From an optimization exercise on the open Yosys and OpenROAD flow, aimed at small area, a short achievable clock period and few clock cycles; shortcuts taken in it are not production practice.
Only simulation tests tie the RTL to the original design; equivalence was not proved.

==> design/flow/design.v <==
module gr_hue (
    input  wire [7:0] h,
    output reg  [7:0] a0,
    output reg  [7:0] b0,
    output reg  [1:0] grp
);
    always @(*) begin
        case (h)
            8'd0: begin a0 = 8'd255; b0 = 8'd0; end
            8'd1: begin a0 = 8'd253; b0 = 8'd2; end
            8'd2: begin a0 = 8'd250; b0 = 8'd5; end
            8'd3: begin a0 = 8'd248; b0 = 8'd7; end
            8'd4: begin a0 = 8'd245; b0 = 8'd10; end
            8'd5: begin a0 = 8'd242; b0 = 8'd13; end
            8'd6: begin a0 = 8'd240; b0 = 8'd15; end
            8'd7: begin a0 = 8'd237; b0 = 8'd18; end
            8'd8: begin a0 = 8'd234; b0 = 8'd21; end
            8'd9: begin a0 = 8'd232; b0 = 8'd23; end
            8'd10: begin a0 = 8'd229; b0 = 8'd26; end
            8'd11: begin a0 = 8'd226; b0 = 8'd29; end
            8'd12: begin a0 = 8'd224; b0 = 8'd31; end
            8'd13: begin a0 = 8'd221; b0 = 8'd34; end
            8'd14: begin a0 = 8'd218; b0 = 8'd37; end
            8'd15: begin a0 = 8'd216; b0 = 8'd39; end
            8'd16: begin a0 = 8'd213; b0 = 8'd42; end
            8'd17: begin a0 = 8'd210; b0 = 8'd45; end
            8'd18: begin a0 = 8'd208; b0 = 8'd47; end
            8'd19: begin a0 = 8'd205; b0 = 8'd50; end
            8'd20: begin a0 = 8'd202; b0 = 8'd53; end
            8'd21: begin a0 = 8'd200; b0 = 8'd55; end
            8'd22: begin a0 = 8'd197; b0 = 8'd58; end
            8'd23: begin a0 = 8'd194; b0 = 8'd61; end
            8'd24: begin a0 = 8'd192; b0 = 8'd63; end
            8'd25: begin a0 = 8'd189; b0 = 8'd66; end
            8'd26: begin a0 = 8'd186; b0 = 8'd69; end
            8'd27: begin a0 = 8'd184; b0 = 8'd71; end
            8'd28: begin a0 = 8'd181; b0 = 8'd74; end
            8'd29: begin a0 = 8'd178; b0 = 8'd77; end
            8'd30: begin a0 = 8'd176; b0 = 8'd79; end
            8'd31: begin a0 = 8'd173; b0 = 8'd82; end
            8'd32: begin a0 = 8'd171; b0 = 8'd85; end
            8'd33: begin a0 = 8'd171; b0 = 8'd87; end
            8'd34: begin a0 = 8'd171; b0 = 8'd90; end
            8'd35: begin a0 = 8'd171; b0 = 8'd92; end
            8'd36: begin a0 = 8'd171; b0 = 8'd95; end
            8'd37: begin a0 = 8'd171; b0 = 8'd98; end
            8'd38: begin a0 = 8'd171; b0 = 8'd100; end
            8'd39: begin a0 = 8'd171; b0 = 8'd103; end
            8'd40: begin a0 = 8'd171; b0 = 8'd106; end
            8'd41: begin a0 = 8'd171; b0 = 8'd108; end
            8'd42: begin a0 = 8'd171; b0 = 8'd111; end
            8'd43: begin a0 = 8'd171; b0 = 8'd114; end
            8'd44: begin a0 = 8'd171; b0 = 8'd116; end
            8'd45: begin a0 = 8'd171; b0 = 8'd119; end
            8'd46: begin a0 = 8'd171; b0 = 8'd122; end
            8'd47: begin a0 = 8'd171; b0 = 8'd124; end
            8'd48: begin a0 = 8'd171; b0 = 8'd127; end
            8'd49: begin a0 = 8'd171; b0 = 8'd130; end
            8'd50: begin a0 = 8'd171; b0 = 8'd132; end
            8'd51: begin a0 = 8'd171; b0 = 8'd135; end
            8'd52: begin a0 = 8'd171; b0 = 8'd138; end
            8'd53: begin a0 = 8'd171; b0 = 8'd140; end
            8'd54: begin a0 = 8'd171; b0 = 8'd143; end
            8'd55: begin a0 = 8'd171; b0 = 8'd146; end
            8'd56: begin a0 = 8'd171; b0 = 8'd148; end
            8'd57: begin a0 = 8'd171; b0 = 8'd151; end
            8'd58: begin a0 = 8'd171; b0 = 8'd154; end
            8'd59: begin a0 = 8'd171; b0 = 8'd156; end
            8'd60: begin a0 = 8'd171; b0 = 8'd159; end
            8'd61: begin a0 = 8'd171; b0 = 8'd162; end
            8'd62: begin a0 = 8'd171; b0 = 8'd164; end
            8'd63: begin a0 = 8'd171; b0 = 8'd167; end
            8'd64: begin a0 = 8'd171; b0 = 8'd170; end
            8'd65: begin a0 = 8'd166; b0 = 8'd172; end
            8'd66: begin a0 = 8'd161; b0 = 8'd175; end
            8'd67: begin a0 = 8'd156; b0 = 8'd177; end
            8'd68: begin a0 = 8'd150; b0 = 8'd180; end
            8'd69: begin a0 = 8'd145; b0 = 8'd183; end
            8'd70: begin a0 = 8'd140; b0 = 8'd185; end
            8'd71: begin a0 = 8'd134; b0 = 8'd188; end
            8'd72: begin a0 = 8'd129; b0 = 8'd191; end
            8'd73: begin a0 = 8'd124; b0 = 8'd193; end
            8'd74: begin a0 = 8'd118; b0 = 8'd196; end
            8'd75: begin a0 = 8'd113; b0 = 8'd199; end
            8'd76: begin a0 = 8'd108; b0 = 8'd201; end
            8'd77: begin a0 = 8'd102; b0 = 8'd204; end
            8'd78: begin a0 = 8'd97; b0 = 8'd207; end
            8'd79: begin a0 = 8'd92; b0 = 8'd209; end
            8'd80: begin a0 = 8'd86; b0 = 8'd212; end
            8'd81: begin a0 = 8'd81; b0 = 8'd215; end
            8'd82: begin a0 = 8'd76; b0 = 8'd217; end
            8'd83: begin a0 = 8'd71; b0 = 8'd220; end
            8'd84: begin a0 = 8'd65; b0 = 8'd223; end
            8'd85: begin a0 = 8'd60; b0 = 8'd225; end
            8'd86: begin a0 = 8'd55; b0 = 8'd228; end
            8'd87: begin a0 = 8'd49; b0 = 8'd231; end
            8'd88: begin a0 = 8'd44; b0 = 8'd233; end
            8'd89: begin a0 = 8'd39; b0 = 8'd236; end
            8'd90: begin a0 = 8'd33; b0 = 8'd239; end
            8'd91: begin a0 = 8'd28; b0 = 8'd241; end
            8'd92: begin a0 = 8'd23; b0 = 8'd244; end
            8'd93: begin a0 = 8'd17; b0 = 8'd247; end
            8'd94: begin a0 = 8'd12; b0 = 8'd249; end
            8'd95: begin a0 = 8'd7; b0 = 8'd252; end
            8'd96: begin a0 = 8'd255; b0 = 8'd0; end
            8'd97: begin a0 = 8'd253; b0 = 8'd2; end
            8'd98: begin a0 = 8'd250; b0 = 8'd5; end
            8'd99: begin a0 = 8'd248; b0 = 8'd7; end
            8'd100: begin a0 = 8'd245; b0 = 8'd10; end
            8'd101: begin a0 = 8'd242; b0 = 8'd13; end
            8'd102: begin a0 = 8'd240; b0 = 8'd15; end
            8'd103: begin a0 = 8'd237; b0 = 8'd18; end
            8'd104: begin a0 = 8'd234; b0 = 8'd21; end
            8'd105: begin a0 = 8'd232; b0 = 8'd23; end
            8'd106: begin a0 = 8'd229; b0 = 8'd26; end
            8'd107: begin a0 = 8'd226; b0 = 8'd29; end
            8'd108: begin a0 = 8'd224; b0 = 8'd31; end
            8'd109: begin a0 = 8'd221; b0 = 8'd34; end
            8'd110: begin a0 = 8'd218; b0 = 8'd37; end
            8'd111: begin a0 = 8'd216; b0 = 8'd39; end
            8'd112: begin a0 = 8'd213; b0 = 8'd42; end
            8'd113: begin a0 = 8'd210; b0 = 8'd45; end
            8'd114: begin a0 = 8'd208; b0 = 8'd47; end
            8'd115: begin a0 = 8'd205; b0 = 8'd50; end
            8'd116: begin a0 = 8'd202; b0 = 8'd53; end
            8'd117: begin a0 = 8'd200; b0 = 8'd55; end
            8'd118: begin a0 = 8'd197; b0 = 8'd58; end
            8'd119: begin a0 = 8'd194; b0 = 8'd61; end
            8'd120: begin a0 = 8'd192; b0 = 8'd63; end
            8'd121: begin a0 = 8'd189; b0 = 8'd66; end
            8'd122: begin a0 = 8'd186; b0 = 8'd69; end
            8'd123: begin a0 = 8'd184; b0 = 8'd71; end
            8'd124: begin a0 = 8'd181; b0 = 8'd74; end
            8'd125: begin a0 = 8'd178; b0 = 8'd77; end
            8'd126: begin a0 = 8'd176; b0 = 8'd79; end
            8'd127: begin a0 = 8'd173; b0 = 8'd82; end
            8'd128: begin a0 = 8'd171; b0 = 8'd85; end
            8'd129: begin a0 = 8'd166; b0 = 8'd90; end
            8'd130: begin a0 = 8'd161; b0 = 8'd95; end
            8'd131: begin a0 = 8'd156; b0 = 8'd100; end
            8'd132: begin a0 = 8'd150; b0 = 8'd106; end
            8'd133: begin a0 = 8'd145; b0 = 8'd111; end
            8'd134: begin a0 = 8'd140; b0 = 8'd116; end
            8'd135: begin a0 = 8'd134; b0 = 8'd122; end
            8'd136: begin a0 = 8'd129; b0 = 8'd127; end
            8'd137: begin a0 = 8'd124; b0 = 8'd132; end
            8'd138: begin a0 = 8'd118; b0 = 8'd138; end
            8'd139: begin a0 = 8'd113; b0 = 8'd143; end
            8'd140: begin a0 = 8'd108; b0 = 8'd148; end
            8'd141: begin a0 = 8'd102; b0 = 8'd154; end
            8'd142: begin a0 = 8'd97; b0 = 8'd159; end
            8'd143: begin a0 = 8'd92; b0 = 8'd164; end
            8'd144: begin a0 = 8'd86; b0 = 8'd170; end
            8'd145: begin a0 = 8'd81; b0 = 8'd175; end
            8'd146: begin a0 = 8'd76; b0 = 8'd180; end
            8'd147: begin a0 = 8'd71; b0 = 8'd185; end
            8'd148: begin a0 = 8'd65; b0 = 8'd191; end
            8'd149: begin a0 = 8'd60; b0 = 8'd196; end
            8'd150: begin a0 = 8'd55; b0 = 8'd201; end
            8'd151: begin a0 = 8'd49; b0 = 8'd207; end
            8'd152: begin a0 = 8'd44; b0 = 8'd212; end
            8'd153: begin a0 = 8'd39; b0 = 8'd217; end
            8'd154: begin a0 = 8'd33; b0 = 8'd223; end
            8'd155: begin a0 = 8'd28; b0 = 8'd228; end
            8'd156: begin a0 = 8'd23; b0 = 8'd233; end
            8'd157: begin a0 = 8'd17; b0 = 8'd239; end
            8'd158: begin a0 = 8'd12; b0 = 8'd244; end
            8'd159: begin a0 = 8'd7; b0 = 8'd249; end
            8'd160: begin a0 = 8'd0; b0 = 8'd255; end
            8'd161: begin a0 = 8'd2; b0 = 8'd253; end
            8'd162: begin a0 = 8'd5; b0 = 8'd250; end
            8'd163: begin a0 = 8'd7; b0 = 8'd248; end
            8'd164: begin a0 = 8'd10; b0 = 8'd245; end
            8'd165: begin a0 = 8'd13; b0 = 8'd242; end
            8'd166: begin a0 = 8'd15; b0 = 8'd240; end
            8'd167: begin a0 = 8'd18; b0 = 8'd237; end
            8'd168: begin a0 = 8'd21; b0 = 8'd234; end
            8'd169: begin a0 = 8'd23; b0 = 8'd232; end
            8'd170: begin a0 = 8'd26; b0 = 8'd229; end
            8'd171: begin a0 = 8'd29; b0 = 8'd226; end
            8'd172: begin a0 = 8'd31; b0 = 8'd224; end
            8'd173: begin a0 = 8'd34; b0 = 8'd221; end
            8'd174: begin a0 = 8'd37; b0 = 8'd218; end
            8'd175: begin a0 = 8'd39; b0 = 8'd216; end
            8'd176: begin a0 = 8'd42; b0 = 8'd213; end
            8'd177: begin a0 = 8'd45; b0 = 8'd210; end
            8'd178: begin a0 = 8'd47; b0 = 8'd208; end
            8'd179: begin a0 = 8'd50; b0 = 8'd205; end
            8'd180: begin a0 = 8'd53; b0 = 8'd202; end
            8'd181: begin a0 = 8'd55; b0 = 8'd200; end
            8'd182: begin a0 = 8'd58; b0 = 8'd197; end
            8'd183: begin a0 = 8'd61; b0 = 8'd194; end
            8'd184: begin a0 = 8'd63; b0 = 8'd192; end
            8'd185: begin a0 = 8'd66; b0 = 8'd189; end
            8'd186: begin a0 = 8'd69; b0 = 8'd186; end
            8'd187: begin a0 = 8'd71; b0 = 8'd184; end
            8'd188: begin a0 = 8'd74; b0 = 8'd181; end
            8'd189: begin a0 = 8'd77; b0 = 8'd178; end
            8'd190: begin a0 = 8'd79; b0 = 8'd176; end
            8'd191: begin a0 = 8'd82; b0 = 8'd173; end
            8'd192: begin a0 = 8'd85; b0 = 8'd171; end
            8'd193: begin a0 = 8'd87; b0 = 8'd169; end
            8'd194: begin a0 = 8'd90; b0 = 8'd166; end
            8'd195: begin a0 = 8'd92; b0 = 8'd164; end
            8'd196: begin a0 = 8'd95; b0 = 8'd161; end
            8'd197: begin a0 = 8'd98; b0 = 8'd158; end
            8'd198: begin a0 = 8'd100; b0 = 8'd156; end
            8'd199: begin a0 = 8'd103; b0 = 8'd153; end
            8'd200: begin a0 = 8'd106; b0 = 8'd150; end
            8'd201: begin a0 = 8'd108; b0 = 8'd148; end
            8'd202: begin a0 = 8'd111; b0 = 8'd145; end
            8'd203: begin a0 = 8'd114; b0 = 8'd142; end
            8'd204: begin a0 = 8'd116; b0 = 8'd140; end
            8'd205: begin a0 = 8'd119; b0 = 8'd137; end
            8'd206: begin a0 = 8'd122; b0 = 8'd134; end
            8'd207: begin a0 = 8'd124; b0 = 8'd132; end
            8'd208: begin a0 = 8'd127; b0 = 8'd129; end
            8'd209: begin a0 = 8'd130; b0 = 8'd126; end
            8'd210: begin a0 = 8'd132; b0 = 8'd124; end
            8'd211: begin a0 = 8'd135; b0 = 8'd121; end
            8'd212: begin a0 = 8'd138; b0 = 8'd118; end
            8'd213: begin a0 = 8'd140; b0 = 8'd116; end
            8'd214: begin a0 = 8'd143; b0 = 8'd113; end
            8'd215: begin a0 = 8'd146; b0 = 8'd110; end
            8'd216: begin a0 = 8'd148; b0 = 8'd108; end
            8'd217: begin a0 = 8'd151; b0 = 8'd105; end
            8'd218: begin a0 = 8'd154; b0 = 8'd102; end
            8'd219: begin a0 = 8'd156; b0 = 8'd100; end
            8'd220: begin a0 = 8'd159; b0 = 8'd97; end
            8'd221: begin a0 = 8'd162; b0 = 8'd94; end
            8'd222: begin a0 = 8'd164; b0 = 8'd92; end
            8'd223: begin a0 = 8'd167; b0 = 8'd89; end
            8'd224: begin a0 = 8'd170; b0 = 8'd85; end
            8'd225: begin a0 = 8'd172; b0 = 8'd83; end
            8'd226: begin a0 = 8'd175; b0 = 8'd80; end
            8'd227: begin a0 = 8'd177; b0 = 8'd78; end
            8'd228: begin a0 = 8'd180; b0 = 8'd75; end
            8'd229: begin a0 = 8'd183; b0 = 8'd72; end
            8'd230: begin a0 = 8'd185; b0 = 8'd70; end
            8'd231: begin a0 = 8'd188; b0 = 8'd67; end
            8'd232: begin a0 = 8'd191; b0 = 8'd64; end
            8'd233: begin a0 = 8'd193; b0 = 8'd62; end
            8'd234: begin a0 = 8'd196; b0 = 8'd59; end
            8'd235: begin a0 = 8'd199; b0 = 8'd56; end
            8'd236: begin a0 = 8'd201; b0 = 8'd54; end
            8'd237: begin a0 = 8'd204; b0 = 8'd51; end
            8'd238: begin a0 = 8'd207; b0 = 8'd48; end
            8'd239: begin a0 = 8'd209; b0 = 8'd46; end
            8'd240: begin a0 = 8'd212; b0 = 8'd43; end
            8'd241: begin a0 = 8'd215; b0 = 8'd40; end
            8'd242: begin a0 = 8'd217; b0 = 8'd38; end
            8'd243: begin a0 = 8'd220; b0 = 8'd35; end
            8'd244: begin a0 = 8'd223; b0 = 8'd32; end
            8'd245: begin a0 = 8'd225; b0 = 8'd30; end
            8'd246: begin a0 = 8'd228; b0 = 8'd27; end
            8'd247: begin a0 = 8'd231; b0 = 8'd24; end
            8'd248: begin a0 = 8'd233; b0 = 8'd22; end
            8'd249: begin a0 = 8'd236; b0 = 8'd19; end
            8'd250: begin a0 = 8'd239; b0 = 8'd16; end
            8'd251: begin a0 = 8'd241; b0 = 8'd14; end
            8'd252: begin a0 = 8'd244; b0 = 8'd11; end
            8'd253: begin a0 = 8'd247; b0 = 8'd8; end
            8'd254: begin a0 = 8'd249; b0 = 8'd6; end
            8'd255: begin a0 = 8'd252; b0 = 8'd3; end
            default: begin a0 = 8'd0; b0 = 8'd0; end
        endcase
        grp = (h[7:5] <= 3'd2) ? 2'd0 : (h[7:5] <= 3'd4) ? 2'd1 : 2'd2;
    end
endmodule
module gr_sat (
    input  wire [7:0] a0,
    input  wire [7:0] b0,
    input  wire [1:0] grp,
    input  wire [7:0] s,
    output reg  [7:0] r1,
    output reg  [7:0] g1,
    output reg  [7:0] b1
);
    wire s0   = (s == 8'd0);
    wire s255 = (s == 8'd255);
    wire [7:0] am, bm;
    gr_sat_mul u_a (.c(a0), .s(s), .y(am));
    gr_sat_mul u_b (.c(b0), .s(s), .y(bm));
    wire [7:0] a1 = s0 ? 8'd255 : (s255 && a0 == 8'd0) ? 8'd0 : am;
    wire [7:0] c1 = s0 ? 8'd255 : (s255 && b0 == 8'd0) ? 8'd0 : bm;
    wire [7:0] z1 = s0 ? 8'd255 : s255 ? 8'd0 : 8'd0 - s;
    always @(*) begin
        case (grp)
            2'd0:    begin r1 = a1; g1 = c1; b1 = z1; end
            2'd1:    begin r1 = z1; g1 = a1; b1 = c1; end
            default: begin r1 = a1; g1 = z1; b1 = c1; end
        endcase
    end
endmodule
module gr_val (
    input  wire [7:0] c,
    input  wire [7:0] v,
    output wire [7:0] y
);
    wire [7:0] m;
    gr_val_mul u_m (.c(c), .v(v), .y(m));
    wire kill = (v == 8'd0) || (v == 8'd255 && c == 8'd0);
    assign y = kill ? 8'd0 : m;
endmodule
module gr_sat_mul (input wire [7:0] c, input wire [7:0] s, output wire [7:0] y);
    wire t_1 = (c[0] & s[6]) ^ (c[1] & s[5]);
    wire t_2 = (c[0] & s[6]) & (c[1] & s[5]);
    wire t_3 = (c[0] & s[7]) ^ (c[1] & s[6]) ^ (c[2] & s[5]);
    wire t_4 = ((c[0] & s[7]) & (c[1] & s[6])) | ((c[0] & s[7]) & (c[2] & s[5])) | ((c[1] & s[6]) & (c[2] & s[5]));
    wire t_5 = (c[3] & s[4]) ^ (c[4] & s[3]);
    wire t_6 = (c[3] & s[4]) & (c[4] & s[3]);
    wire t_7 = (c[1] & s[7]) ^ (c[2] & s[6]) ^ (c[3] & s[5]);
    wire t_8 = ((c[1] & s[7]) & (c[2] & s[6])) | ((c[1] & s[7]) & (c[3] & s[5])) | ((c[2] & s[6]) & (c[3] & s[5]));
    wire t_9 = (c[4] & s[4]) ^ (c[5] & s[3]) ^ (c[6] & s[2]);
    wire t_10 = ((c[4] & s[4]) & (c[5] & s[3])) | ((c[4] & s[4]) & (c[6] & s[2])) | ((c[5] & s[3]) & (c[6] & s[2]));
    wire t_11 = (c[7] & s[1]) ^ (~s[0]);
    wire t_12 = (c[7] & s[1]) & (~s[0]);
    wire t_13 = (c[2] & s[7]) ^ (c[3] & s[6]) ^ (c[4] & s[5]);
    wire t_14 = ((c[2] & s[7]) & (c[3] & s[6])) | ((c[2] & s[7]) & (c[4] & s[5])) | ((c[3] & s[6]) & (c[4] & s[5]));
    wire t_15 = (c[5] & s[4]) ^ (c[6] & s[3]) ^ (c[7] & s[2]);
    wire t_16 = ((c[5] & s[4]) & (c[6] & s[3])) | ((c[5] & s[4]) & (c[7] & s[2])) | ((c[6] & s[3]) & (c[7] & s[2]));
    wire t_17 = (c[3] & s[7]) ^ (c[4] & s[6]) ^ (c[5] & s[5]);
    wire t_18 = ((c[3] & s[7]) & (c[4] & s[6])) | ((c[3] & s[7]) & (c[5] & s[5])) | ((c[4] & s[6]) & (c[5] & s[5]));
    wire t_19 = (c[0] & s[4]) ^ (c[1] & s[3]);
    wire t_20 = (c[0] & s[4]) & (c[1] & s[3]);
    wire t_21 = (c[0] & s[5]) ^ (c[1] & s[4]) ^ (c[2] & s[3]);
    wire t_22 = ((c[0] & s[5]) & (c[1] & s[4])) | ((c[0] & s[5]) & (c[2] & s[3])) | ((c[1] & s[4]) & (c[2] & s[3]));
    wire t_23 = (c[3] & s[2]) ^ (c[4] & s[1]);
    wire t_24 = (c[3] & s[2]) & (c[4] & s[1]);
    wire t_25 = t_1 ^ (c[2] & s[4]) ^ (c[3] & s[3]);
    wire t_26 = (t_1 & (c[2] & s[4])) | (t_1 & (c[3] & s[3])) | ((c[2] & s[4]) & (c[3] & s[3]));
    wire t_27 = (c[4] & s[2]) ^ (c[5] & s[1]) ^ (c[6] & s[0]);
    wire t_28 = ((c[4] & s[2]) & (c[5] & s[1])) | ((c[4] & s[2]) & (c[6] & s[0])) | ((c[5] & s[1]) & (c[6] & s[0]));
    wire t_29 = t_3 ^ t_5 ^ (c[5] & s[2]);
    wire t_30 = (t_3 & t_5) | (t_3 & (c[5] & s[2])) | (t_5 & (c[5] & s[2]));
    wire t_31 = (c[6] & s[1]) ^ (c[7] & s[0]) ^ t_2;
    wire t_32 = ((c[6] & s[1]) & (c[7] & s[0])) | ((c[6] & s[1]) & t_2) | ((c[7] & s[0]) & t_2);
    wire t_33 = t_7 ^ t_9 ^ t_11;
    wire t_34 = (t_7 & t_9) | (t_7 & t_11) | (t_9 & t_11);
    wire t_35 = 1'b1 ^ t_4 ^ t_6;
    wire t_36 = (1'b1 & t_4) | (1'b1 & t_6) | (t_4 & t_6);
    wire t_37 = t_13 ^ t_15 ^ (~s[1]);
    wire t_38 = (t_13 & t_15) | (t_13 & (~s[1])) | (t_15 & (~s[1]));
    wire t_39 = t_8 ^ t_10 ^ t_12;
    wire t_40 = (t_8 & t_10) | (t_8 & t_12) | (t_10 & t_12);
    wire t_41 = t_17 ^ (c[6] & s[4]) ^ (c[7] & s[3]);
    wire t_42 = (t_17 & (c[6] & s[4])) | (t_17 & (c[7] & s[3])) | ((c[6] & s[4]) & (c[7] & s[3]));
    wire t_43 = (~s[2]) ^ t_14 ^ t_16;
    wire t_44 = ((~s[2]) & t_14) | ((~s[2]) & t_16) | (t_14 & t_16);
    wire t_45 = (c[4] & s[7]) ^ (c[5] & s[6]) ^ (c[6] & s[5]);
    wire t_46 = ((c[4] & s[7]) & (c[5] & s[6])) | ((c[4] & s[7]) & (c[6] & s[5])) | ((c[5] & s[6]) & (c[6] & s[5]));
    wire t_47 = (c[7] & s[4]) ^ (~s[3]) ^ t_18;
    wire t_48 = ((c[7] & s[4]) & (~s[3])) | ((c[7] & s[4]) & t_18) | ((~s[3]) & t_18);
    wire t_49 = (c[5] & s[7]) ^ (c[6] & s[6]) ^ (c[7] & s[5]);
    wire t_50 = ((c[5] & s[7]) & (c[6] & s[6])) | ((c[5] & s[7]) & (c[7] & s[5])) | ((c[6] & s[6]) & (c[7] & s[5]));
    wire t_51 = (c[0] & s[3]) ^ (c[1] & s[2]);
    wire t_52 = (c[0] & s[3]) & (c[1] & s[2]);
    wire t_53 = t_19 ^ (c[2] & s[2]) ^ (c[3] & s[1]);
    wire t_54 = (t_19 & (c[2] & s[2])) | (t_19 & (c[3] & s[1])) | ((c[2] & s[2]) & (c[3] & s[1]));
    wire t_55 = t_21 ^ t_23 ^ (c[5] & s[0]);
    wire t_56 = (t_21 & t_23) | (t_21 & (c[5] & s[0])) | (t_23 & (c[5] & s[0]));
    wire t_57 = t_25 ^ t_27 ^ t_22;
    wire t_58 = (t_25 & t_27) | (t_25 & t_22) | (t_27 & t_22);
    wire t_59 = t_29 ^ t_31 ^ t_26;
    wire t_60 = (t_29 & t_31) | (t_29 & t_26) | (t_31 & t_26);
    wire t_61 = t_33 ^ t_35 ^ t_30;
    wire t_62 = (t_33 & t_35) | (t_33 & t_30) | (t_35 & t_30);
    wire t_63 = t_37 ^ t_39 ^ t_34;
    wire t_64 = (t_37 & t_39) | (t_37 & t_34) | (t_39 & t_34);
    wire t_65 = t_41 ^ t_43 ^ t_38;
    wire t_66 = (t_41 & t_43) | (t_41 & t_38) | (t_43 & t_38);
    wire t_67 = t_45 ^ t_47 ^ t_42;
    wire t_68 = (t_45 & t_47) | (t_45 & t_42) | (t_47 & t_42);
    wire t_69 = t_49 ^ (~s[4]) ^ t_46;
    wire t_70 = (t_49 & (~s[4])) | (t_49 & t_46) | ((~s[4]) & t_46);
    wire t_71 = (c[6] & s[7]) ^ (c[7] & s[6]) ^ (~s[5]);
    wire t_72 = ((c[6] & s[7]) & (c[7] & s[6])) | ((c[6] & s[7]) & (~s[5])) | ((c[7] & s[6]) & (~s[5]));
    wire t_73 = (c[0] & s[2]) ^ (c[1] & s[1]);
    wire t_74 = (c[0] & s[2]) & (c[1] & s[1]);
    wire t_75 = t_51 ^ (c[2] & s[1]) ^ (c[3] & s[0]);
    wire t_76 = (t_51 & (c[2] & s[1])) | (t_51 & (c[3] & s[0])) | ((c[2] & s[1]) & (c[3] & s[0]));
    wire t_77 = t_53 ^ (c[4] & s[0]) ^ t_52;
    wire t_78 = (t_53 & (c[4] & s[0])) | (t_53 & t_52) | ((c[4] & s[0]) & t_52);
    wire t_79 = t_55 ^ t_20 ^ t_54;
    wire t_80 = (t_55 & t_20) | (t_55 & t_54) | (t_20 & t_54);
    wire t_81 = t_57 ^ t_24 ^ t_56;
    wire t_82 = (t_57 & t_24) | (t_57 & t_56) | (t_24 & t_56);
    wire t_83 = t_59 ^ t_28 ^ t_58;
    wire t_84 = (t_59 & t_28) | (t_59 & t_58) | (t_28 & t_58);
    wire t_85 = t_61 ^ t_32 ^ t_60;
    wire t_86 = (t_61 & t_32) | (t_61 & t_60) | (t_32 & t_60);
    wire t_87 = t_63 ^ t_36 ^ t_62;
    wire t_88 = (t_63 & t_36) | (t_63 & t_62) | (t_36 & t_62);
    wire t_89 = t_65 ^ t_40 ^ t_64;
    wire t_90 = (t_65 & t_40) | (t_65 & t_64) | (t_40 & t_64);
    wire t_91 = t_67 ^ t_44 ^ t_66;
    wire t_92 = (t_67 & t_44) | (t_67 & t_66) | (t_44 & t_66);
    wire t_93 = t_69 ^ t_48 ^ t_68;
    wire t_94 = (t_69 & t_48) | (t_69 & t_68) | (t_48 & t_68);
    wire t_95 = t_71 ^ t_50 ^ t_70;
    wire t_96 = (t_71 & t_50) | (t_71 & t_70) | (t_50 & t_70);
    wire t_97 = (c[7] & s[7]) ^ (~s[6]) ^ t_72;
    wire t_98 = ((c[7] & s[7]) & (~s[6])) | ((c[7] & s[7]) & t_72) | ((~s[6]) & t_72);
    wire [15:0] t_99 = {(~s[7]), t_97, t_95, t_93, t_91, t_89, t_87, t_85, t_83, t_81, t_79, t_77, t_75, t_73, (c[0] & s[1]), (c[0] & s[0])};
    wire [15:0] t_100 = {t_98, t_96, t_94, t_92, t_90, t_88, t_86, t_84, t_82, t_80, t_78, t_76, t_74, (c[2] & s[0]), (c[1] & s[0]), 1'b0};
    wire [15:0] t_101 = t_99 + t_100;
    assign y = {t_101[15], t_101[14], t_101[13], t_101[12], t_101[11], t_101[10], t_101[9], t_101[8]};
endmodule
module gr_val_mul (input wire [7:0] c, input wire [7:0] v, output wire [7:0] y);
    wire t_1 = (c[0] & v[6]) ^ (c[1] & v[5]);
    wire t_2 = (c[0] & v[6]) & (c[1] & v[5]);
    wire t_3 = (c[0] & v[7]) ^ (c[1] & v[6]) ^ (c[2] & v[5]);
    wire t_4 = ((c[0] & v[7]) & (c[1] & v[6])) | ((c[0] & v[7]) & (c[2] & v[5])) | ((c[1] & v[6]) & (c[2] & v[5]));
    wire t_5 = (c[3] & v[4]) ^ (c[4] & v[3]);
    wire t_6 = (c[3] & v[4]) & (c[4] & v[3]);
    wire t_7 = (c[1] & v[7]) ^ (c[2] & v[6]) ^ (c[3] & v[5]);
    wire t_8 = ((c[1] & v[7]) & (c[2] & v[6])) | ((c[1] & v[7]) & (c[3] & v[5])) | ((c[2] & v[6]) & (c[3] & v[5]));
    wire t_9 = (c[4] & v[4]) ^ (c[5] & v[3]) ^ (c[6] & v[2]);
    wire t_10 = ((c[4] & v[4]) & (c[5] & v[3])) | ((c[4] & v[4]) & (c[6] & v[2])) | ((c[5] & v[3]) & (c[6] & v[2]));
    wire t_11 = (c[2] & v[7]) ^ (c[3] & v[6]) ^ (c[4] & v[5]);
    wire t_12 = ((c[2] & v[7]) & (c[3] & v[6])) | ((c[2] & v[7]) & (c[4] & v[5])) | ((c[3] & v[6]) & (c[4] & v[5]));
    wire t_13 = (c[0] & v[4]) ^ (c[1] & v[3]);
    wire t_14 = (c[0] & v[4]) & (c[1] & v[3]);
    wire t_15 = (c[0] & v[5]) ^ (c[1] & v[4]) ^ (c[2] & v[3]);
    wire t_16 = ((c[0] & v[5]) & (c[1] & v[4])) | ((c[0] & v[5]) & (c[2] & v[3])) | ((c[1] & v[4]) & (c[2] & v[3]));
    wire t_17 = (c[3] & v[2]) ^ (c[4] & v[1]);
    wire t_18 = (c[3] & v[2]) & (c[4] & v[1]);
    wire t_19 = t_1 ^ (c[2] & v[4]) ^ (c[3] & v[3]);
    wire t_20 = (t_1 & (c[2] & v[4])) | (t_1 & (c[3] & v[3])) | ((c[2] & v[4]) & (c[3] & v[3]));
    wire t_21 = (c[4] & v[2]) ^ (c[5] & v[1]) ^ (c[6] & v[0]);
    wire t_22 = ((c[4] & v[2]) & (c[5] & v[1])) | ((c[4] & v[2]) & (c[6] & v[0])) | ((c[5] & v[1]) & (c[6] & v[0]));
    wire t_23 = t_3 ^ t_5 ^ (c[5] & v[2]);
    wire t_24 = (t_3 & t_5) | (t_3 & (c[5] & v[2])) | (t_5 & (c[5] & v[2]));
    wire t_25 = (c[6] & v[1]) ^ (c[7] & v[0]) ^ t_2;
    wire t_26 = ((c[6] & v[1]) & (c[7] & v[0])) | ((c[6] & v[1]) & t_2) | ((c[7] & v[0]) & t_2);
    wire t_27 = t_7 ^ t_9 ^ (c[7] & v[1]);
    wire t_28 = (t_7 & t_9) | (t_7 & (c[7] & v[1])) | (t_9 & (c[7] & v[1]));
    wire t_29 = 1'b1 ^ t_4 ^ t_6;
    wire t_30 = (1'b1 & t_4) | (1'b1 & t_6) | (t_4 & t_6);
    wire t_31 = t_11 ^ (c[5] & v[4]) ^ (c[6] & v[3]);
    wire t_32 = (t_11 & (c[5] & v[4])) | (t_11 & (c[6] & v[3])) | ((c[5] & v[4]) & (c[6] & v[3]));
    wire t_33 = (c[7] & v[2]) ^ t_8 ^ t_10;
    wire t_34 = ((c[7] & v[2]) & t_8) | ((c[7] & v[2]) & t_10) | (t_8 & t_10);
    wire t_35 = (c[3] & v[7]) ^ (c[4] & v[6]) ^ (c[5] & v[5]);
    wire t_36 = ((c[3] & v[7]) & (c[4] & v[6])) | ((c[3] & v[7]) & (c[5] & v[5])) | ((c[4] & v[6]) & (c[5] & v[5]));
    wire t_37 = (c[6] & v[4]) ^ (c[7] & v[3]) ^ t_12;
    wire t_38 = ((c[6] & v[4]) & (c[7] & v[3])) | ((c[6] & v[4]) & t_12) | ((c[7] & v[3]) & t_12);
    wire t_39 = (c[4] & v[7]) ^ (c[5] & v[6]) ^ (c[6] & v[5]);
    wire t_40 = ((c[4] & v[7]) & (c[5] & v[6])) | ((c[4] & v[7]) & (c[6] & v[5])) | ((c[5] & v[6]) & (c[6] & v[5]));
    wire t_41 = (c[0] & v[3]) ^ (c[1] & v[2]);
    wire t_42 = (c[0] & v[3]) & (c[1] & v[2]);
    wire t_43 = t_13 ^ (c[2] & v[2]) ^ (c[3] & v[1]);
    wire t_44 = (t_13 & (c[2] & v[2])) | (t_13 & (c[3] & v[1])) | ((c[2] & v[2]) & (c[3] & v[1]));
    wire t_45 = t_15 ^ t_17 ^ (c[5] & v[0]);
    wire t_46 = (t_15 & t_17) | (t_15 & (c[5] & v[0])) | (t_17 & (c[5] & v[0]));
    wire t_47 = t_19 ^ t_21 ^ t_16;
    wire t_48 = (t_19 & t_21) | (t_19 & t_16) | (t_21 & t_16);
    wire t_49 = t_23 ^ t_25 ^ t_20;
    wire t_50 = (t_23 & t_25) | (t_23 & t_20) | (t_25 & t_20);
    wire t_51 = t_27 ^ t_29 ^ t_24;
    wire t_52 = (t_27 & t_29) | (t_27 & t_24) | (t_29 & t_24);
    wire t_53 = t_31 ^ t_33 ^ t_28;
    wire t_54 = (t_31 & t_33) | (t_31 & t_28) | (t_33 & t_28);
    wire t_55 = t_35 ^ t_37 ^ t_32;
    wire t_56 = (t_35 & t_37) | (t_35 & t_32) | (t_37 & t_32);
    wire t_57 = t_39 ^ (c[7] & v[4]) ^ t_36;
    wire t_58 = (t_39 & (c[7] & v[4])) | (t_39 & t_36) | ((c[7] & v[4]) & t_36);
    wire t_59 = (c[5] & v[7]) ^ (c[6] & v[6]) ^ (c[7] & v[5]);
    wire t_60 = ((c[5] & v[7]) & (c[6] & v[6])) | ((c[5] & v[7]) & (c[7] & v[5])) | ((c[6] & v[6]) & (c[7] & v[5]));
    wire t_61 = (c[0] & v[2]) ^ (c[1] & v[1]);
    wire t_62 = (c[0] & v[2]) & (c[1] & v[1]);
    wire t_63 = t_41 ^ (c[2] & v[1]) ^ (c[3] & v[0]);
    wire t_64 = (t_41 & (c[2] & v[1])) | (t_41 & (c[3] & v[0])) | ((c[2] & v[1]) & (c[3] & v[0]));
    wire t_65 = t_43 ^ (c[4] & v[0]) ^ t_42;
    wire t_66 = (t_43 & (c[4] & v[0])) | (t_43 & t_42) | ((c[4] & v[0]) & t_42);
    wire t_67 = t_45 ^ t_14 ^ t_44;
    wire t_68 = (t_45 & t_14) | (t_45 & t_44) | (t_14 & t_44);
    wire t_69 = t_47 ^ t_18 ^ t_46;
    wire t_70 = (t_47 & t_18) | (t_47 & t_46) | (t_18 & t_46);
    wire t_71 = t_49 ^ t_22 ^ t_48;
    wire t_72 = (t_49 & t_22) | (t_49 & t_48) | (t_22 & t_48);
    wire t_73 = t_51 ^ t_26 ^ t_50;
    wire t_74 = (t_51 & t_26) | (t_51 & t_50) | (t_26 & t_50);
    wire t_75 = t_53 ^ t_30 ^ t_52;
    wire t_76 = (t_53 & t_30) | (t_53 & t_52) | (t_30 & t_52);
    wire t_77 = t_55 ^ t_34 ^ t_54;
    wire t_78 = (t_55 & t_34) | (t_55 & t_54) | (t_34 & t_54);
    wire t_79 = t_57 ^ t_38 ^ t_56;
    wire t_80 = (t_57 & t_38) | (t_57 & t_56) | (t_38 & t_56);
    wire t_81 = t_59 ^ t_40 ^ t_58;
    wire t_82 = (t_59 & t_40) | (t_59 & t_58) | (t_40 & t_58);
    wire t_83 = (c[6] & v[7]) ^ (c[7] & v[6]) ^ t_60;
    wire t_84 = ((c[6] & v[7]) & (c[7] & v[6])) | ((c[6] & v[7]) & t_60) | ((c[7] & v[6]) & t_60);
    wire [15:0] t_85 = {1'b0, (c[7] & v[7]), t_83, t_81, t_79, t_77, t_75, t_73, t_71, t_69, t_67, t_65, t_63, t_61, (c[0] & v[1]), (c[0] & v[0])};
    wire [15:0] t_86 = {1'b0, t_84, t_82, t_80, t_78, t_76, t_74, t_72, t_70, t_68, t_66, t_64, t_62, (c[2] & v[0]), (c[1] & v[0]), 1'b0};
    wire [15:0] t_87 = t_85 + t_86;
    assign y = {t_87[15], t_87[14], t_87[13], t_87[12], t_87[11], t_87[10], t_87[9], t_87[8]};
endmodule
module hsv2rgb_stream (
    input  wire        clk,
    input  wire        rst,         
    input  wire        in_valid,
    output wire        in_ready,
    input  wire [23:0] in_hsv,      
    output reg         out_valid,
    input  wire        out_ready,
    output wire [31:0] out_rgba     
);
    reg sk_valid;
    wire en = !sk_valid;
    assign in_ready = en;
    wire [7:0] a0, b0;
    wire [1:0] grp;
    gr_hue u_hue (.h(in_hsv[23:16]), .a0(a0), .b0(b0), .grp(grp));
    reg        v1;
    reg [7:0]  a0_q, b0_q, s_q, v1_q;
    reg [1:0]  grp_q;
    always @(posedge clk) begin
        if (rst)
            v1 <= 1'b0;
        else if (en)
            v1 <= in_valid;
        if (en) begin
            a0_q <= a0; b0_q <= b0; grp_q <= grp;
            s_q  <= in_hsv[15:8]; v1_q <= in_hsv[7:0];
        end
    end
    wire [7:0] r1, g1, b1;
    gr_sat u_sat (.a0(a0_q), .b0(b0_q), .grp(grp_q), .s(s_q), .r1(r1), .g1(g1), .b1(b1));
    reg        v2;
    reg [7:0]  r1_q, g1_q, b1_q, v2_q;
    always @(posedge clk) begin
        if (rst)
            v2 <= 1'b0;
        else if (en)
            v2 <= v1;
        if (en) begin
            r1_q <= r1; g1_q <= g1; b1_q <= b1; v2_q <= v1_q;
        end
    end
    wire [23:0] rgb;
    gr_val u_val_r (.c(r1_q), .v(v2_q), .y(rgb[23:16]));
    gr_val u_val_g (.c(g1_q), .v(v2_q), .y(rgb[15:8]));
    gr_val u_val_b (.c(b1_q), .v(v2_q), .y(rgb[7:0]));
    wire push     = v2 && en;                   
    wire out_free = !out_valid || out_ready;    
    reg  [23:0] sk_rgb, out_rgb;
    always @(posedge clk) begin
        if (rst) begin
            out_valid <= 1'b0;
            sk_valid  <= 1'b0;
        end else begin
            if (out_free)
                out_valid <= sk_valid || push;
            sk_valid <= sk_valid ? !out_free : (push && !out_free);
        end
        if (out_free)
            out_rgb <= sk_valid ? sk_rgb : rgb;
        if (!sk_valid)
            sk_rgb <= rgb;
    end
    assign out_rgba = {out_rgb, 8'hFF};
endmodule
==> design/flow/run.sh <==
#!/bin/bash
# synth_recipe.tcl (not shown) runs the flow's synth.tcl, then flattens the netlist and writes it again
# the make line also repeats each setting of config.mk as NAME=value (left out here)
make -C /OpenROAD-flow-scripts/flow DESIGN_CONFIG=/design/flow/config.mk WORK_HOME=/design/flow/orfs CLKGATE_MAP_FILE= SYNTH_SCRIPT=/design/flow/synth_recipe.tcl finish
==> design/flow/config.mk <==
export PLATFORM = sky130hd
export DESIGN_NAME = hsv2rgb_stream
export DESIGN_NICKNAME = hsv2rgb_stream
export VERILOG_FILES = /design/flow/design.v
export SDC_FILE = /design/flow/constraint.sdc
export NUM_CORES = 4
export LEC_CHECK = 0
export CAP_MARGIN = 20
export CORE_MARGIN = 2
export CORE_UTILIZATION = 40
export SLEW_MARGIN = 20
==> design/flow/constraint.sdc <==
create_clock -name core_clock -period 17.0 [get_ports {clk}]
set_input_delay 3.4000 -clock core_clock [delete_from_list [all_inputs] [get_ports {clk}]]
set_output_delay 3.4000 -clock core_clock [all_outputs]
set_load 0.01 [all_outputs]
==> impl_metrics.tcl, run 1 <==
set metrics [dict create \
    setup_viol 0 \
    gp_congestion 0.900 \
    cts_hold_buf 0 \
    final_cells 2198 \
    status "finished clean" \
    ys_top_cells_by_count "inv_1 (233), nand2_1 (195), fa_1 (187)" \
    root_buffer "clkbuf_16" \
    yosysSeqAreaShare 0.215 \
    area_growth_pct 9.73 \
    arrival_ns 6.30 \
    max_stage_delay_ns 0.71 \
    drcViolationCount 0 \
    yosysWarningCount 3 \
    min_path_type "reg -> reg" \
    drt-pass1-iter-count 6 \
    finalHoldViolations 0 \
    fin_crit_sh 0.361 \
    met3_length_microns 1060 \
    multiInputGateArea_sq_mm 0.0106 \
    first_global_vias 11800 \
    fillers 3704 \
    io_buffers 53 \
    synthMuxAreaShare 0.0168 \
    clock.fmax_ghz 0.163 \
    clock-skew-final_ns 0.0114 \
    totalWireLength_microns 35400 \
    ios 62 \
    clockBufferDepth 2 \
    drive_gt1_frac 0.0439 \
    placed_cells 2166 \
    crit_type "in -> reg" \
    synth-edff-count 90 \
    grt_pass1_wl_microns 59700 \
    die_area_sq_mm 0.0395 \
    end_kind "register" \
    synth_top_cell_area_share 0.247 \
    antenna_found_initial 0 \
    synthFlopType "edfxtp_1" \
    core-area_sq_mm 0.0375 \
    antenna_left 0 \
    synth_top_area_cell "fa_1" \
    synth_compound_area_frac 0.133 \
    syn-instance-count 1678 \
    globalRouteOverflowTotal 0 \
    synthArstFlopShare 0 \
    synth-simple-area-share 0.189 \
    cp.required_ns 17.17 \
    post-cts-setup-buffer-count 0 \
    post-route-min-period_ns 6.14 \
    yosys.area_share.adder 0.339 \
    cap_viol_max_count 0 \
    htreeDepth 4 \
    holdWs_ns 0.423 \
    avgSynthCellArea_sq_um 9.03 \
    synth_area_leaders "fa_1 (25%), edfxtp_1 (18%), ha_1 (9.2%)" \
    die_w_microns 199 \
    die_h_microns 199 \
    clk_latency_ns 0.43 \
    syn_area_sq_mm 0.0152 \
    ys_types 76 \
    wl_per_cell_microns 16.1 \
    setup_tns_ns 0 \
    grt_max_degree 68 \
    seq_area_sq_mm 0.00326 \
    worst-slew-pin-transition_ns 1.07 \
    synth_top_family_by_area "adder cells" \
    grt_usage 0.190 \
    cts_buffers 17 \
    crit_path_top_delay_cell "clkdlybuf4s50_1" \
    vias_per_cell 5.28 \
    fp-row-count 71 \
    top_layer_used "met4" \
    clk_pin_slew_worst_paths_ns 0.06 \
    cts_resized 0 \
    crit_chain "clkdlybuf4s50_1, inv_1, ha_1, nor2_1, a21oi_1, mux2i_1, mux2i_1, nor2_1, nor3_1, a311o_1, o21ai_0" \
    relSlewSlack 0.289 \
    dr.first_iter.drc_count 779 \
    synth-xor-area-share 0.0214 \
    yosysMostFrequentCell "inv_1" \
    slew_violations 0 \
    dr_total_vias 11600 \
    rsz0062_at_grt "no" \
    ys_ff_latch 118 \
    fin_nets 2001 \
    diodes 0 \
    start_util 0.404 \
    crit_fanout 12 \
    cts_tree "done" \
    route.met2.wl_microns 17400 \
    dpl.hpwl_microns 26100 \
    wl_met1_microns 16400 \
    clock-sinks 118 \
    start_kind "input pin" \
]
## through the flow
step | worst slack [ns] | utilization | instance area, sq um
CTS | 10.90 | 0.444 | 16600
floorplan | 11.68 | - | 15200
global placement | 10.48 | 0.428 | 16100
detailed placement | 10.43 | 0.428 | 16100
global route | 10.43 | 0.444 | 16600
finish | 10.86 | 0.444 | 16600
## critical path, delay by kind of cell
kind	cells	cell delay, ns
AO/OA/AOI/OAI	3	0.44
buffers and inverters	2	0.93
AND/OR/NAND/NOR	3	0.48
adder cells (fa/ha/maj)	1	0.45
multiplexers	2	0.59
## layer usage
layer | GRT usage | vias up
li1 | - | 5530
met1 | 0.250 | 5810
met2 | 0.330 | 219
met3 | 0.0285 | 43
met4 | 0.0442 | 0
met5 | 0 | -
## flip-flops by register name, summed over array words and instances (netlist names)
name       flops
out_rgb       24
sk_rgb        24
a0_q           8
b0_q           8
b1_q           8
g1_q           8
r1_q           8
s_q            8
v1_q           8
v2_q           8
grp_q          2
out_valid      1
sk_valid       1
v1             1
v2             1
## kinds of logic after synthesis
logic type | count (synthesis)
AOI/OAI and AO/OA | 295
muxes | 21
buffers and inverters | 333
DFF | 118
xor gates and xnor gates | 37
adders and majority gates | 299
other | 1
and+or+nand+nor | 574
## layout make-up
cell class                      count  share of cell area
Timing Repair Buffer               68              0.0381
Tap cell                          511              0.0384
Clock buffer                       18              0.0258
Multi-Input combinational cell   1234               0.639
Inverter                          235              0.0530
Sequential cell                   118               0.196
Clock inverter                     14             0.00910
## final timing paths
kind	startpoint	to	slack, ns	depth (start not counted)
max	in_hsv[17]	b0_q[2]$_DFFE_PN_	10.86	11
min	v1_q[3]$_DFFE_PN_	v2_q[3]$_DFFE_PN_	0.42	0
max reg2reg	s_q[5]$_DFFE_PN_	g1_q[6]$_DFFE_PN_	11.18	16
min reg2reg	v1_q[3]$_DFFE_PN_	v2_q[3]$_DFFE_PN_	0.42	0
## cells in the final DEF, fill, tap and decap left out, types with 6 or more instances in the layout
cell type / n
inv_1: 232
or3_1: 8
buf_4: 15
a22o_1: 16
xor2_1: 15
a31oi_1: 11
o21ai_1: 21
mux2_2: 6
o21a_1: 10
nor2_1: 75
clkbuf_16: 17
nand3_1: 19
nand2_1: 195
ha_1: 112
a22oi_1: 8
a21oi_1: 78
nor3_1: 27
o21ai_0: 41
o221ai_1: 6
conb_1: 8
edfxtp_1: 90
mux2i_1: 12
o211ai_1: 16
nand4_1: 7
clkdlybuf4s50_1: 51
and2_1: 186
a21o_1: 11
xnor2_1: 22
dfxtp_1: 28
nor2b_1: 14
nor4_1: 11
a221oi_1: 8
fa_1: 187
nand2b_1: 14
o22ai_1: 6
a211oi_1: 12
Testbench counts, summed over its fixed seeds: cycles 32,024.
==> run 2: changes to the inputs <==
==> design/flow/flow/run.sh (new file) <==
#!/bin/bash
# The standard layout, with the port buffers made of buf_2 cells.
set -euo pipefail
bash standard.sh "BUFFER_PORTS_ARGS=-buffer_cell sky130_fd_sc_hd__buf_2" finish > standard_flow.log 2>&1
==> design/flow/standard.sh (new file) <==
#!/bin/bash
# synth_recipe.tcl (not shown) runs the flow's synth.tcl, then flattens the netlist and writes it again
# the make line also repeats each setting of config.mk as NAME=value (left out here)
make -C /OpenROAD-flow-scripts/flow DESIGN_CONFIG=/design/flow/config.mk WORK_HOME=/design/flow/orfs CLKGATE_MAP_FILE= SYNTH_SCRIPT=/design/flow/synth_recipe.tcl "${@:-finish}"
==> design/flow/config.mk (replaced) <==
export PLATFORM = sky130hd
export DESIGN_NAME = hsv2rgb_stream
export DESIGN_NICKNAME = hsv2rgb_stream
export VERILOG_FILES = /design/flow/design.v
export SDC_FILE = /design/flow/constraint.sdc
export NUM_CORES = 4
export LEC_CHECK = 0
export CAP_MARGIN = 5
export CORE_MARGIN = 2
export CORE_UTILIZATION = 65
export CTS_BUF_LIST = sky130_fd_sc_hd__clkbuf_4 sky130_fd_sc_hd__clkbuf_8
export PLACE_DENSITY = 0.75
export SLEW_MARGIN = 5
removed: design/flow/run.sh
==> run 2 against run 1 <==
Against the previous run:
- still clean on timing, DRC and antenna
- setup slack better by 0.36 ns
- register-to-register slack better by 0.11 ns
- wire length is 3.3% lower
- count of clock-buffer cells in the layout stayed put
- clock skew is 0.0078 ns higher
- via count is 1.2% higher
- hold slack better by 0.0024 ns
- synthesized cell count stayed put
- critical path type unchanged
- highest routed layer unchanged
==> impl_metrics.tcl, run 2 <==
set metrics [dict create \
    status "finished clean" \
    synth_area_leaders "fa_1 (25%), edfxtp_1 (18%), ha_1 (9.2%)" \
    synth_top_area_cell "fa_1" \
    final_cells 1999 \
    fp-row-count 55 \
    mostFrequentLayoutCells "inv_1 (232), nand2_1 (195), fa_1 (187)" \
    crit_path_top_delay_cell "buf_2" \
    antenna_found_initial 0 \
    fillers 1857 \
    rsz0062_at_grt "no" \
    setup_tns_ns 0 \
    cts_hold_buf 0 \
    min_path_type "reg -> reg" \
    totalWireLength_microns 34200 \
    cp.required_ns 17.20 \
    ys_types 76 \
    dr_total_vias 11700 \
    fin_crit_sh 0.340 \
    worst-slew-pin-transition_ns 0.956 \
    post-cts-setup-buffer-count 0 \
    yosysSeqAreaShare 0.215 \
    clock.fmax_ghz 0.173 \
    holdWs_ns 0.425 \
    root_buffer "clkbuf_8" \
    globalRouteOverflowTotal 0 \
    io_buffers 53 \
    setup_viol 0 \
    drt-pass1-iter-count 5 \
    crit_type "in -> reg" \
    ys_top_cells_by_count "inv_1 (233), nand2_1 (195), fa_1 (187)" \
    start_util 0.665 \
    post-route-min-period_ns 5.78 \
    start_kind "input pin" \
    relSlewSlack 0.363 \
    gp_congestion 0.891 \
    ios 62 \
    syn-instance-count 1678 \
    yosysMostFrequentCell "inv_1" \
    synth_top_cell_area_share 0.247 \
    clock-skew-final_ns 0.0192 \
    synthArstFlopShare 0 \
    clock-sinks 118 \
    grt_usage 0.298 \
    clockBufferDepth 2 \
    yosysWarningCount 3 \
    first_global_vias 11800 \
    grt_max_degree 68 \
    drcViolationCount 0 \
    htreeDepth 4 \
    finalHoldViolations 0 \
    worst_slack_ns 11.22 \
    wl_per_cell_microns 17.1 \
    die_area_sq_mm 0.0246 \
    synthFlopType "edfxtp_1" \
    end_kind "register" \
    timing.reg2reg.setup_slack_ns 11.29 \
    syn_area_sq_mm 0.0152 \
    crit_fanout 50 \
    die_w_microns 157 \
    arrival_ns 5.98 \
    cts_buffers 17 \
    cts_tree "done" \
    max_stage_delay_ns 0.62 \
    die_h_microns 157 \
    fin_nets 2000 \
    crit_chain "buf_2, inv_1, nor2_1, nor2_1, a221o_1, mux4_2" \
    final_util 0.702 \
    antenna_left 0 \
    slew_violations 0 \
    avgSynthCellArea_sq_um 9.03 \
    area_growth_pct 5.43 \
    final_common_cell "inv_1" \
    cts_resized 0 \
    dp_slack_ns 10.78 \
    clk_pin_slew_worst_paths_ns 0.07 \
    dr.first_iter.drc_count 849 \
    vias_per_cell 5.87 \
    cpMostUsedCell "nor2_1" \
    synth-edff-count 90 \
    placed_cells 1967 \
    clk_latency_ns 0.47 \
    drive_gt1_frac 0.0747 \
    grt_pass1_wl_microns 57900 \
    reg_top3 "out_rgb: 24 flops, sk_rgb: 24 flops" \
    ys_ff_latch 118 \
    core-area_sq_mm 0.0228 \
    diodes 0 \
    dpl.hpwl_microns 25000 \
    cap_viol_max_count 0 \
]
-- run 2: cell counts after synthesis --
No cell type changed its count.
-- run 2: layout make-up --
cell class                 count  area (sq um)  share of cell area
sequential                   118          3260               0.204
clock buffer                  18           241              0.0151
multi-input combinational   1234         10600               0.665
inverter                     235           882              0.0552
timing repair buffer          67           370              0.0232
tap                          313           392              0.0245
clock inverter                14           198              0.0124
-- run 2: path summary, 6_finish.rpt --
check / startpoint / to / cells after the start
worst max-delay path: in_hsv[21] / b0_q[4]$_DFFE_PN_ / 6
worst min-delay path: v1_q[3]$_DFFE_PN_ / v2_q[3]$_DFFE_PN_ / 0
worst max register to register: s_q[4]$_DFFE_PN_ / g1_q[6]$_DFFE_PN_ / 17
worst min register to register: v1_q[3]$_DFFE_PN_ / v2_q[3]$_DFFE_PN_ / 0
-- run 2: worst max-delay path: cells and delay by family --
kind	cells	cell delay (ns)
buffers and inverters	2	1.22
AND/OR/NAND/NOR	2	0.53
multiplexers	1	0.45
AO/OA/AOI/OAI	1	0.36
-- run 2: cells by family after synthesis --
kind of cell               share of synthesized area
and+or+nand+nor                                0.189
buffers and inverters                         0.0849
adders and majority gates                      0.339
AOI/OAI and AO/OA                              0.133
DFF                                            0.215
xor gates and xnor gates                      0.0214
muxes                                         0.0168
other                                       0.000247
-- run 2: routing by layer --
metal | routed length [microns] | global-route usage
met2 | 17300 | 0.524
met4 | 704 | 0.0939
met1 | 14500 | 0.384
met3 | 1670 | 0.0360
met5 | 0 | 0
-- run 2: per-stage QoR --
stage	cell area, sq um
floorplan	15200
global placement	15500
detailed placement	15500
CTS	16000
global route	16000
finish	16000
==> run 3: changes to the inputs <==
==> design/flow/flow/run.sh (replaced) <==
#!/bin/bash
# The standard layout, with the port buffers made of buf_2 cells and repair_timing
# aiming for 11.8 ns of setup slack (at the design's clock period and constraints).
set -euo pipefail
bash standard.sh "BUFFER_PORTS_ARGS=-buffer_cell sky130_fd_sc_hd__buf_2" SETUP_SLACK_MARGIN=11.8 finish > standard_flow.log 2>&1
==> run 3 against run 2 <==
Against the previous run:
- largest cell class unchanged
- die area is the same
- final area grew 6.0%
- setup slack better by 0.59 ns
- hold slack is essentially flat
- global-route usage up 0.48 points
- fmax is 11% higher
- wire length increased by 6.1%
- still clean on timing, DRC and antenna
==> impl_metrics.tcl, run 3 <==
set metrics [dict create \
    status "finished clean" \
    gp_congestion 0.963 \
    clock.fmax_ghz 0.193 \
    ys_ff_latch 118 \
    clock-sinks 118 \
    yosysWarningCount 3 \
    syn-instance-count 1678 \
    synth_top_area_cell "fa_1" \
    dpl.hpwl_microns 24600 \
    synth-edff-count 90 \
    die_area_sq_mm 0.0246 \
    die_h_microns 157 \
    holdWs_ns 0.425 \
    cp.required_ns 17.18 \
    critPathBufInv 3 \
    totalWireLength_microns 36300 \
    globalRouteOverflowTotal 0 \
    worst-slew-pin-transition_ns 0.888 \
    synthArstFlopShare 0 \
    cts_hold_buf 0 \
    placed_cells 1965 \
    vias_per_cell 5.94 \
    clk_latency_ns 0.46 \
    fp-row-count 55 \
    start_util 0.665 \
    root_buffer "clkbuf_8" \
    fin_crit_sh 0.305 \
    clockBufferDepth 2 \
    drt-pass1-iter-count 6 \
    synth_area_leaders "fa_1 (25%), edfxtp_1 (18%), ha_1 (9.2%)" \
    final_cells 2059 \
    first_global_vias 12100 \
    mostFrequentLayoutCells "inv_1 (227), nand2_1 (190), fa_1 (186)" \
    setup_tns_ns 0 \
    grt_max_degree 68 \
    core-area_sq_mm 0.0228 \
    relSlewSlack 0.405 \
    avgSynthCellArea_sq_um 9.03 \
    slew_violations 0 \
    drcViolationCount 0 \
    start_kind "register" \
    crit_path_top_delay_cell "fa_1" \
    dp_slack_ns 10.77 \
    crit_fanout 6 \
    fillers 1701 \
    multiInputGateArea_sq_mm 0.0110 \
    rsz0062_at_grt "yes" \
    cts_buffers 17 \
    met3_length_microns 1990 \
    die_w_microns 157 \
    cap_viol_max_count 0 \
    clk_pin_slew_worst_paths_ns 0.07 \
    finalHoldViolations 0 \
    crit_chain "and2_4, fa_1, fa_1, inv_2, fa_1, inv_1, fa_1, ha_4, nand2_4, a211oi_4, a2111oi_4, buf_4, o31ai_4, a21oi_2, xnor2_2, nor2b_1, o41a_1" \
    seq_area_sq_mm 0.00326 \
    route.met2.wl_microns 18200 \
    final_common_cell "inv_1" \
    top_layer_used "met4" \
    synth_top_cell_area_share 0.247 \
    cts_tree "done" \
    wl_per_cell_microns 17.6 \
    antenna_left 0 \
    critPathTopFamily "adder cells" \
    ys_types 76 \
    cpMostUsedCell "fa_1" \
    worst_r2r_path_depth 17 \
    crit_type "reg -> reg" \
    antenna_found_initial 0 \
    yosysSeqAreaShare 0.215 \
    post-route-min-period_ns 5.19 \
    final_util 0.744 \
    drive_gt1_frac 0.145 \
    min_path_type "reg -> reg" \
    whs_path_depth 0 \
    reg_top3 "out_rgb: 24 flops, sk_rgb: 24 flops" \
    yosysMostFrequentCell "inv_1" \
    arrival_ns 5.37 \
    ios 62 \
    grt_usage 0.302 \
    synthFlopType "edfxtp_1" \
    syn_area_sq_mm 0.0152 \
    setup_viol 0 \
    ys_top_cells_by_count "inv_1 (233), nand2_1 (195), fa_1 (187)" \
    io_buffers 53 \
    htreeDepth 4 \
    dr.first_iter.drc_count 939 \
    end_kind "register" \
    dr_total_vias 12200 \
    fin_area_sq_mm 0.0169 \
    clock-skew-final_ns 0.0179 \
    diodes 0 \
    fin_nets 2060 \
    grt_pass1_wl_microns 58900 \
    worst_slack_ns 11.81 \
    cp.depth 17 \
    area_growth_pct 11.8 \
    max_stage_delay_ns 0.57 \
    wl_met1_microns 15000 \
    placed_cell_area_sq_mm 0.0155 \
]
## run 3: per-layer routing
layer  up-vias  track usage
met2       438        0.524
met4         0        0.102
li1       5652            -
met5         -            0
met1      6018        0.388
met3       115       0.0460
## run 3: path summary, 6_finish.rpt
check | slack [ns] | start | end
worst min register to register | 0.43 | v1_q[6]$_DFFE_PN_ | v2_q[6]$_DFFE_PN_
worst max register to register | 11.81 | b0_q[7]$_DFFE_PN_ | g1_q[6]$_DFFE_PN_
worst max-delay path | 11.81 | b0_q[7]$_DFFE_PN_ | g1_q[6]$_DFFE_PN_
worst min-delay path | 0.43 | v1_q[6]$_DFFE_PN_ | v2_q[6]$_DFFE_PN_
## run 3: kinds of logic (layout without fill, tap and decap cells)
logic type                 Yosys count  count (layout)  synth area share
DFF                                118             118             0.215
buffers and inverters              333             394            0.0849
AOI/OAI and AO/OA                  295             295             0.133
muxes                               21              21            0.0168
other                                1               8          0.000247
and+or+nand+nor                    574             574             0.189
xor gates and xnor gates            37              37            0.0214
adders and majority gates          299             299             0.339
## run 3: cell type report
type / instances / area share
Multi-Input combinational cell: 1234 / 0.651
Sequential cell: 118 / 0.193
Timing Repair Buffer: 126 / 0.0547
Inverter: 235 / 0.0527
Tap cell: 313 / 0.0231
Clock buffer: 18 / 0.0143
Clock inverter: 14 / 0.0114
Timing Repair inverter: 1 / 0.000295
## run 3: what timing repair did
action / in CTS / in global routing
gates cloned: 1 / 2
endpoints found under the setup margin: 26 / 32
setup buffers: 38 / 21
resized for setup: 30 / 73
pin swaps: 13 / 37
## run 3: worst register-to-register path, delay by kind of cell, from the launching register on
kind / cells / cell delay, ns
xor+xnor: 1 / 0.15
fa+ha+maj: 5 / 2.40
buf+inv: 3 / 0.27
flops: 1 / 0.52
simple gates: 3 / 0.42
compound gates: 5 / 1.15
==> run 4: changes to the inputs <==
==> design/flow/flow/run.sh (replaced) <==
#!/bin/bash
# The standard layout, with the port buffers made of buf_2 cells and repair_timing
# aiming for 11.5 ns of setup slack (at the design's clock period and constraints).
set -euo pipefail
bash standard.sh "BUFFER_PORTS_ARGS=-buffer_cell sky130_fd_sc_hd__buf_2" SETUP_SLACK_MARGIN=11.5 finish > standard_flow.log 2>&1
==> run 4 against run 3 <==
Against the previous run:
- hold slack better by 0.0013 ns
- area after synthesis stayed put
- core utilization is 3.4 points lower
- setup slack worse by 0.19 ns
- cell count is 2.2% lower
- sequential cell count stayed put
- critical path type is now in -> reg
- largest cell class unchanged
==> impl_metrics.tcl, run 4 <==
set metrics [dict create \
    yosysSeqAreaShare 0.215 \
    worst-slew-pin-transition_ns 0.889 \
    grt_usage 0.299 \
    post-route-min-period_ns 5.38 \
    totalWireLength_microns 34600 \
    cts_buffers 17 \
    dr.first_iter.drc_count 949 \
    start_kind "input pin" \
    first_global_vias 11800 \
    fp-row-count 55 \
    drive_gt1_frac 0.0894 \
    synthFlopType "edfxtp_1" \
    synthArstFlopShare 0 \
    synth-edff-count 90 \
    worst_slack_ns 11.62 \
    drcViolationCount 0 \
    cap_viol_max_count 0 \
    crit_fanout 54 \
    clk_pin_slew_worst_paths_ns 0.07 \
    setup_viol 0 \
    globalRouteOverflowTotal 0 \
    reg_top3 "out_rgb: 24 flops, sk_rgb: 24 flops" \
    synth_area_leaders "fa_1 (25%), edfxtp_1 (18%), ha_1 (9.2%)" \
    root_buffer "clkbuf_8" \
    yosysWarningCount 3 \
    drt-pass1-iter-count 5 \
    arrival_ns 5.58 \
    fin_nets 2014 \
    avgSynthCellArea_sq_um 9.03 \
    wl_per_cell_microns 17.2 \
    clk_latency_ns 0.47 \
    mostFrequentLayoutCells "inv_1 (231), nand2_1 (195), fa_1 (187)" \
    clock-sinks 118 \
    start_util 0.665 \
    synth_top_area_cell "fa_1" \
    cts_hold_buf 0 \
    final_cells 2013 \
    setup_tns_ns 0 \
    syn-instance-count 1678 \
    clock.fmax_ghz 0.186 \
    dp_slack_ns 10.78 \
    ys_ff_latch 118 \
    rsz0062_at_grt "no" \
    fillers 1833 \
    io_buffers 53 \
    end_kind "register" \
    clock-skew-final_ns 0.0211 \
    fin_crit_sh 0.317 \
    antenna_found_initial 0 \
    antenna_left 0 \
    slew_violations 0 \
    ys_types 76 \
    grt_max_degree 68 \
    yosysMostFrequentCell "inv_1" \
    ys_top_cells_by_count "inv_1 (233), nand2_1 (195), fa_1 (187)" \
    grt_pass1_wl_microns 58200 \
    dpl.hpwl_microns 25000 \
    syn_area_sq_mm 0.0152 \
    min_path_type "reg -> reg" \
    finalHoldViolations 0 \
    relSlewSlack 0.408 \
    status "finished clean" \
    ios 62 \
    core-area_sq_mm 0.0228 \
    vias_per_cell 5.88 \
    area_growth_pct 6.68 \
    die_h_microns 157 \
    cts_tree "done" \
    dr_total_vias 11800 \
    crit_type "in -> reg" \
    die_area_sq_mm 0.0246 \
    cp.required_ns 17.20 \
    die_w_microns 157 \
    htreeDepth 4 \
    final_common_cell "inv_1" \
    clockBufferDepth 2 \
    synth_top_cell_area_share 0.247 \
    diodes 0 \
    placed_cells 1967 \
    gp_congestion 0.891 \
]
==> run 4: worst max-delay path, stage by stage <==
cell,delay [ns]
clkbuf_4,0.37
nor3_1,0.75
a22oi_1,0.15
o221a_2,0.19
nor2_1,0.13
a21oi_1,0.09
mux4_2,0.48
==> run 4: final cells by class <==
class / instances / area (sq um) / area share
Multi-Input combinational cell: 1234 / 10700 / 0.662
Sequential cell: 118 / 3260 / 0.202
Inverter: 235 / 886 / 0.0548
Timing Repair Buffer: 80 / 478 / 0.0296
Tap cell: 313 / 392 / 0.0242
Clock buffer: 18 / 241 / 0.0149
Clock inverter: 14 / 198 / 0.0122
Timing Repair inverter: 1 / 5.00 / 0.000310
==> run 4: final timing paths <==
kind	start	to	slack (ns)	depth (start not counted)
hold reg to reg	v1_q[3]$_DFFE_PN_	v2_q[3]$_DFFE_PN_	0.43	0
setup reg to reg	b0_q[3]$_DFFE_PN_	g1_q[6]$_DFFE_PN_	11.68	16
setup / recovery	in_hsv[20]	b0_q[4]$_DFFE_PN_	11.62	7
hold / removal	v1_q[3]$_DFFE_PN_	v2_q[3]$_DFFE_PN_	0.43	0
==> run 4: logic make-up after synthesis <==
group	count (synthesis)	synth area share
compound gates	295	0.133
other cells	1	0.000247
simple gates	574	0.189
mux	21	0.0168
fa+ha+maj	299	0.339
flops	118	0.215
xor+xnor	37	0.0214
buf+inv	333	0.0849
==> run 4: metal layers <==
layer,part of all wire,global-route usage,routed length [microns],vias up
met3,0.051,0.0368,1760,57
met4,0.017,0.100,572,0
met2,0.51,0.523,17600,407
li1,-,-,-,5554
met5,0,0,0,-
met1,0.42,0.387,14600,5818
==> run 4: per-stage QoR <==
stage	hold WS, ns	utilization	cell area [sq um]
final	0.427	0.710	16200
after global routing	0.427	0.710	16200
after CTS	0.423	0.704	16000
after detailed placement	0.405	0.682	15500
after global placement	0.401	0.682	15500
after floorplan	0.400	-	15200
==> run 4: what timing repair did <==
| item | CTS | global route |
|---|---|---|
| pin swaps | 0 | 1 |
| setup buffers | 5 | 8 |
| endpoints found under the setup margin | 6 | 16 |
| resized for setup | 3 | 17 |
| gates cloned | 1 | 0 |

## what the ideal ports hide
In the flow no input, the clock included, has a driving cell. The finished layouts below were timed again as built, in two steps.
Step 1 sets driving cells, clkbuf_16 on the clock port and buf_2 on the other inputs (assumed; they add their load-dependent delay and slew).
Step 2 adds t to the input delays and takes it off the output delays; t is the mean of the earliest and latest rising clock arrival at the registers after step 1. Input paths then give back, and output paths get back, about the clock's delay inside the block.
Slacks: ideal ports / drivers / drivers and shift; pairs: ideal ports / drivers.
| run | t (ns) | slack for setup (ns) | cell pins on the clock port's net |
|---|---|---|---|
| run 1 | 0.476 | 10.861 / 10.884 / 10.408 | 1 |
| run 2 | 0.508 | 11.216 / 11.238 / 10.730 | 1 |
| run 3 | 0.493 | 11.810 / 11.810 / 11.394 | 1 |
| run 4 | 0.508 | 11.618 / 11.642 / 11.135 | 1 |
After both steps setup and hold are still met in every run listed. For run 2, which loses most, drivers alone change the setup slack by +0.022 ns; drivers and shift together by -0.486 ns.
